Context: an optimization exercise on an open-source flow, tuned for small area, a short achievable clock period and few clock cycles. The choices shown serve that exercise and are no tape-out recipe.
In this exercise RTL edits were held to simulation tests only and were not proved equivalent to the original.

== run X ==
==> flow/design.v (excerpt) <==
module bcd_codec (
    input  wire        clk,
    input  wire        rst,
    input  wire        start,
    input  wire        op,        
    input  wire [63:0] amt,
    input  wire [4:0]  scale,
    input  wire [47:0] bcd_in,
    output wire        ready,
    output reg         done,
    output wire        error,
    output wire [47:0] result
);
Size in the first run: about 160 flip-flops, roughly 23000 um^2 of cells after synthesis.
==> flow/config.mk <==
export PLATFORM = sky130hd
export DESIGN_NAME = bcd_codec
export DESIGN_NICKNAME = bcd_codec
export VERILOG_FILES = /design/flow/design.v
export SDC_FILE = /design/flow/constraint.sdc
export NUM_CORES = 4
export LEC_CHECK = 0
export ABC_AREA = 1
export CAP_MARGIN = 20
export CORE_MARGIN = 2
export CORE_UTILIZATION = 40
export PLACE_DENSITY = 0.6
export SETUP_SLACK_MARGIN = 3.5
export SLEW_MARGIN = 20
==> flow/constraint.sdc <==
create_clock -name core_clock -period 8.0 [get_ports {clk}]
set_input_delay 1.6000 -clock core_clock [delete_from_list [all_inputs] [get_ports {clk}]]
set_output_delay 1.6000 -clock core_clock [all_outputs]
set_load 0.01 [all_outputs]
run.sh (not shown) runs the stock make flow with config.mk's settings and CLKGATE_MAP_FILE= SYNTH_SCRIPT=/design/flow/synth_recipe.tcl, a recipe that flattens the netlist after the stock synthesis.
Run X completed end to end with timing, DRC and antenna clean.
Testbench counts of run X, summed over its fixed seeds: cycles 11,024.
diff inputs: run X => run A
-- flow/config.mk --
<<< run X, line 11
export CORE_UTILIZATION = 40
export PLACE_DENSITY = 0.6
export SETUP_SLACK_MARGIN = 3.5
export SLEW_MARGIN = 20
>>> run A, line 11
export CORE_UTILIZATION = 40
export PLACE_DENSITY = 0.6
export SLEW_MARGIN = 20
==> comparison <==
- Cell with the biggest individual delay on the critical path = edfxtp_1: run A; cell with the biggest individual delay on the critical path = fa_1: run X
- The final reports for run A and run X show period utilization higher in the former.
- Run A against run X: number of search-and-repair iterations in the first detailed-routing pass shows an increase of 1; global routing usage summed across all routing layers shrank by 0.74 points; fraction of cell area in non-clock buffers down 2.3 points.
- Per the comparison of run A with run X, met3 track utilization from global routing shrank by 0.76 points, final cell count shrank by about 1.9%, shortest period the worst path allows increased 1.58 ns.

---

== run 1 ==
bcd_codec, a different RTL version from the one above (not shown whole).
Size in the first run: roughly 3500 cells after synthesis, ~160 flip-flops, roughly 170 I/O pins.
clock: 8.0 ns
lec_check: 0
abc_area: 1
cap_margin: 20
core_margin: 2
core_utilization: 40
cts_buf_list: sky130_fd_sc_hd__clkbuf_4 sky130_fd_sc_hd__clkbuf_8
place_density: 0.6
setup_slack_margin: 3.0
slew_margin: 20
tns_end_percent: 10
standard.sh (not shown) runs the stock make flow with config.mk's settings and CLKGATE_MAP_FILE= SYNTH_SCRIPT=/design/flow/synth_recipe.tcl, a recipe that flattens the netlist after the stock synthesis.
==> flow/flow/run.sh <==
#!/bin/bash
# The standard layout (the standard.sh: ORFS synthesis through finish),
# with the ports buffered by plain buffers (sky130_fd_sc_hd__buf_1) instead
# of the delay buffers ORFS's buffer_ports picks by default. Every port still
# gets its buffer; nothing else changes.
set -euo pipefail
export BUFFER_PORTS_ARGS="-buffer_cell sky130_fd_sc_hd__buf_1"
bash standard.sh > standard.log 2>&1
Testbench counts of run 1, summed over its fixed seeds: cycles 7,944.
#### Input delta (run 2 over run 1)
- TNS_END_PERCENT now 40, was 10
--- outcome ---
[compare] base=run 1 new=run 2: number of routed nets with antenna violations shows no meaningful change; minimum hold slack about even; via count has remained practically unchanged.
The inputs of run 3 differ from those of run 2 as listed below.
- CORE_UTILIZATION changed from 40 to 50
- TNS_END_PERCENT removed (was 40)
- PLACE_DENSITY changed from 0.6 to 0.65
- CTS_BUF_LIST removed (was sky130_fd_sc_hd__clkbuf_4 sky130_fd_sc_hd__clkbuf_8)
==> flow/run.sh (new file) <==
#!/bin/bash
# synth_recipe.tcl (not shown) runs the flow's synth.tcl, then flattens the netlist and writes it again
# the make line also repeats each setting of config.mk as NAME=value (left out here)
make -C /OpenROAD-flow-scripts/flow DESIGN_CONFIG=/design/flow/config.mk WORK_HOME=/design/flow/orfs CLKGATE_MAP_FILE= SYNTH_SCRIPT=/design/flow/synth_recipe.tcl finish
removed: flow/flow/run.sh
removed: flow/standard.sh
[summary]
Run 3 vs. run 2: path length in cells of the critical path went up by 24. Run 3 ended up with clkdlybuf4s50_1 as its slowest stage cell on the critical path; run 2 ended up with nor4_4. The cell area of run 3 was inferior to that of run 2. In the tables for run 2 and run 3, shortest period the worst path allows reads higher with run 3. Per the comparison of run 3 with run 2, maximum fanout along the worst path went down by 2.
--- input diff run 3..run 4 ---
- a change of PLACE_DENSITY from 0.65 to 0.6
- an added CTS_BUF_LIST of sky130_fd_sc_hd__clkbuf_4 sky130_fd_sc_hd__clkbuf_8
- a change of CORE_UTILIZATION from 50 to 40
- a change of SETUP_SLACK_MARGIN from 3.0 to 3.2
==> flow/flow/run.sh (new file) <==
#!/bin/bash
# The standard layout (the standard.sh: ORFS synthesis through finish),
# with the ports buffered by plain buffers (sky130_fd_sc_hd__buf_1) instead
# of the delay buffers ORFS's buffer_ports picks by default. Every port still
# gets its buffer; nothing else changes.
set -euo pipefail
export BUFFER_PORTS_ARGS="-buffer_cell sky130_fd_sc_hd__buf_1"
bash standard.sh > standard.log 2>&1
==> flow/standard.sh (new file) <==
#!/bin/bash
# synth_recipe.tcl (not shown) runs the flow's synth.tcl, then flattens the netlist and writes it again
# the make line also repeats each setting of config.mk as NAME=value (left out here)
make -C /OpenROAD-flow-scripts/flow DESIGN_CONFIG=/design/flow/config.mk WORK_HOME=/design/flow/orfs CLKGATE_MAP_FILE= SYNTH_SCRIPT=/design/flow/synth_recipe.tcl "${@:-finish}"
removed: flow/run.sh
Findings:
Comparing run 4 and run 3, the lower worst path buffer plus inverter count is on run 3.
Compared with run 3, in run 4 horizontal extent of the die increased by 12% relative to the old numbers, clock period minus worst slack -150 ps.
Looking at wire length reported by the detailed router, run 4 sits below run 3.
Diff run 3 -> run 4: effective utilization at floorplan moved down; cell area moved down.
Area overhead of the layout relative to synthesis for run 4: 3.5 points down relative to run 3
Run 4 reports its highest-delay cell along the critical path as dfxtp_2 while run 3 reports clkdlybuf4s50_1.
Run 4 ended with more worst setup slack after layout than run 3.
First-iteration DRC count for run 4: 157 down relative to run 3

---

Setup of the reference run:
Starting RTL as in the previous note.
Design bcd_codec, start of the top module:
module bcd_codec (
    input  wire        clk,
    input  wire        rst,
    input  wire        start,
    input  wire        op,        
    input  wire [63:0] amt,
    input  wire [4:0]  scale,
    input  wire [47:0] bcd_in,
    output wire        ready,
    output reg         done,
    output wire        error,
    output wire [47:0] result
);
Settings: LEC_CHECK=0, ABC_AREA=1, CAP_MARGIN=20, CORE_MARGIN=2, CORE_UTILIZATION=40, PLACE_DENSITY=0.6, SETUP_SLACK_MARGIN=3.0, SLEW_MARGIN=20; clock period 8.0 ns.
==> flow/flow/run.sh <==
#!/bin/bash
# The standard layout (the standard.sh: ORFS synthesis through finish),
# with the ports buffered by plain buffers (sky130_fd_sc_hd__buf_1) instead
# of the delay buffers ORFS's buffer_ports picks by default. Every port still
# gets its buffer; nothing else changes.
set -euo pipefail
export BUFFER_PORTS_ARGS="-buffer_cell sky130_fd_sc_hd__buf_1"
bash standard.sh > standard.log 2>&1
In summary, the reference run completed successfully, with a layout that passed the timing, DRC and antenna checks.
Testbench counts of the reference run, summed over its fixed seeds: cycles 7,944.
[inputs] the trial run vs the reference run
- putting CTS_BUF_LIST at sky130_fd_sc_hd__clkbuf_4 sky130_fd_sc_hd__clkbuf_8 where nothing was set
- swapping 3.0 for 2.8 in SETUP_SLACK_MARGIN
Results
- Looking at the reports, the trial run completed the entire flow and the layout it produced met the timing, DRC and antenna checks.
- Routed wire length down 2.3% in the trial run wrt the reference run
- | amount of wire on met3 after detailed routing | higher: the trial run |
- Worst-case hold slack in the trial run is 0.0093 ns above the reference run.
- Diff the reference run -> the trial run: worst setup slack lost 0.040 ns; via count lost 1.2%; final clock period utilization by the worst path picked up an extra 0.51 points.
- In the flow results for the reference run and the trial run, the worst path arrival time is larger on the trial run.

---

## red
bcd_codec again, from the RTL that the note above started with.
Settings: LEC_CHECK=0, ABC_AREA=1, CAP_MARGIN=20, CORE_MARGIN=2, CORE_UTILIZATION=40, PLACE_DENSITY=0.6, SETUP_SLACK_MARGIN=3.2, SLEW_MARGIN=20; clock period 8.0 ns.
run.sh (not shown) runs the stock make flow with config.mk's settings and CLKGATE_MAP_FILE= SYNTH_SCRIPT=/design/flow/synth_recipe.tcl, a recipe that flattens the netlist after the stock synthesis.
Stock flow here: none of the scripts above is used.
red: done, clean on timing, DRC and antenna
Testbench counts of red, summed over its fixed seeds: cycles 7,944.
Modified inputs, blue compared to red
Settings: a change of SETUP_SLACK_MARGIN from 3.2 to 3.0.
==> run notes <==
- blue ended with less post-route core utilization than red.
- Looking only at post-cts sizing count, and setting everything else aside, the higher value of red and blue goes to red.
- Smallest hold slack in blue vs red: up 0.0085 ns
- Clock-buffer cell count is higher on red
> inputs changed (blue -> green)
Settings: CTS_BUF_LIST now sky130_fd_sc_hd__clkbuf_4 sky130_fd_sc_hd__clkbuf_8, previously not set.
==> flow/flow/run.sh (new file) <==
#!/bin/bash
# The standard layout (the standard.sh: ORFS synthesis through finish),
# with the ports buffered by plain buffers (sky130_fd_sc_hd__buf_1) instead
# of the delay buffers ORFS's buffer_ports picks by default. Every port still
# gets its buffer; nothing else changes.
set -euo pipefail
export BUFFER_PORTS_ARGS="-buffer_cell sky130_fd_sc_hd__buf_1"
bash standard.sh > standard.log 2>&1
==> flow/standard.sh (new file) <==
#!/bin/bash
# synth_recipe.tcl (not shown) runs the flow's synth.tcl, then flattens the netlist and writes it again
# the make line also repeats each setting of config.mk as NAME=value (left out here)
make -C /OpenROAD-flow-scripts/flow DESIGN_CONFIG=/design/flow/config.mk WORK_HOME=/design/flow/orfs CLKGATE_MAP_FILE= SYNTH_SCRIPT=/design/flow/synth_recipe.tcl "${@:-finish}"
removed: flow/run.sh
Notes after the runs:
green: done, clean on timing, DRC and antenna
The final layout from blue, which completed every stage, passed the timing, DRC and antenna checks at the end of the flow.
Re met1 wire length: green is 1.1% down on blue.
Comparing green and blue, the lower fill cell instance count of the final layout is on blue.
bcd_in[15] as the worst setup path startpoint was reported by blue, and acc[20] by green.
Sort green and blue by clock-pin transition on the worst setup and hold timing paths, descending, and green comes first.

[static timing again, ports no longer ideal]
Ports are ideal in the flow. The routed layouts listed here were re-timed in OpenROAD. Step 1 (the two cells are an assumption about what drives the block):
set clk [get_ports {clk}]
set_driving_cell -lib_cell sky130_fd_sc_hd__clkbuf_16 $clk
set_driving_cell -lib_cell sky130_fd_sc_hd__buf_2 [delete_from_list [all_inputs] $clk]
Step 2 adds t to the input delays and takes it off the output delays; t is the mean of the earliest and latest rising clock arrival at the registers after step 1. Input paths then give back, and output paths get back, about the clock's delay inside the block. Slacks: ideal / step 1 / step 2; pairs: ideal / step 1.
run	t, ns	setup WS [ns]	hold slack, ns	worst setup path after step 2	cell pins on the clock port's net
run X	0.512	2.881 / 2.881 / 2.881	0.422 / 0.422 / 0.422	register to register	1
run A	0.509	1.303 / 1.268 / 1.303	0.433 / 0.433 / 0.433	register to register	1
run 1	0.583	2.994 / 2.939 / 2.731	0.432 / 0.432 / 0.432	input to register	1
run 2	0.581	3.101 / 3.048 / 2.685	0.432 / 0.432 / 0.432	input to register	1
run 3	0.565	2.982 / 2.990 / 2.425	0.424 / 0.424 / 0.424	input to register	1
run 4	0.627	3.129 / 3.075 / 2.751	0.434 / 0.434 / 0.434	input to register	1
the reference run	0.520	3.056 / 2.998 / 2.725	0.423 / 0.423 / 0.423	input to register	1
the trial run	0.577	3.016 / 2.960 / 2.605	0.432 / 0.432 / 0.432	input to register	1
red	0.549	3.102 / 3.131 / 2.582	0.425 / 0.425 / 0.425	input to register	1
blue	0.550	3.016 / 2.971 / 2.502	0.433 / 0.433 / 0.433	input to register	1
green	0.581	3.096 / 3.043 / 2.685	0.432 / 0.432 / 0.432	input to register	1
After both steps every run listed still meets setup and hold. The setup slack of run 3, which loses most, moves by +0.008 ns with the drivers and by -0.557 ns with both steps.
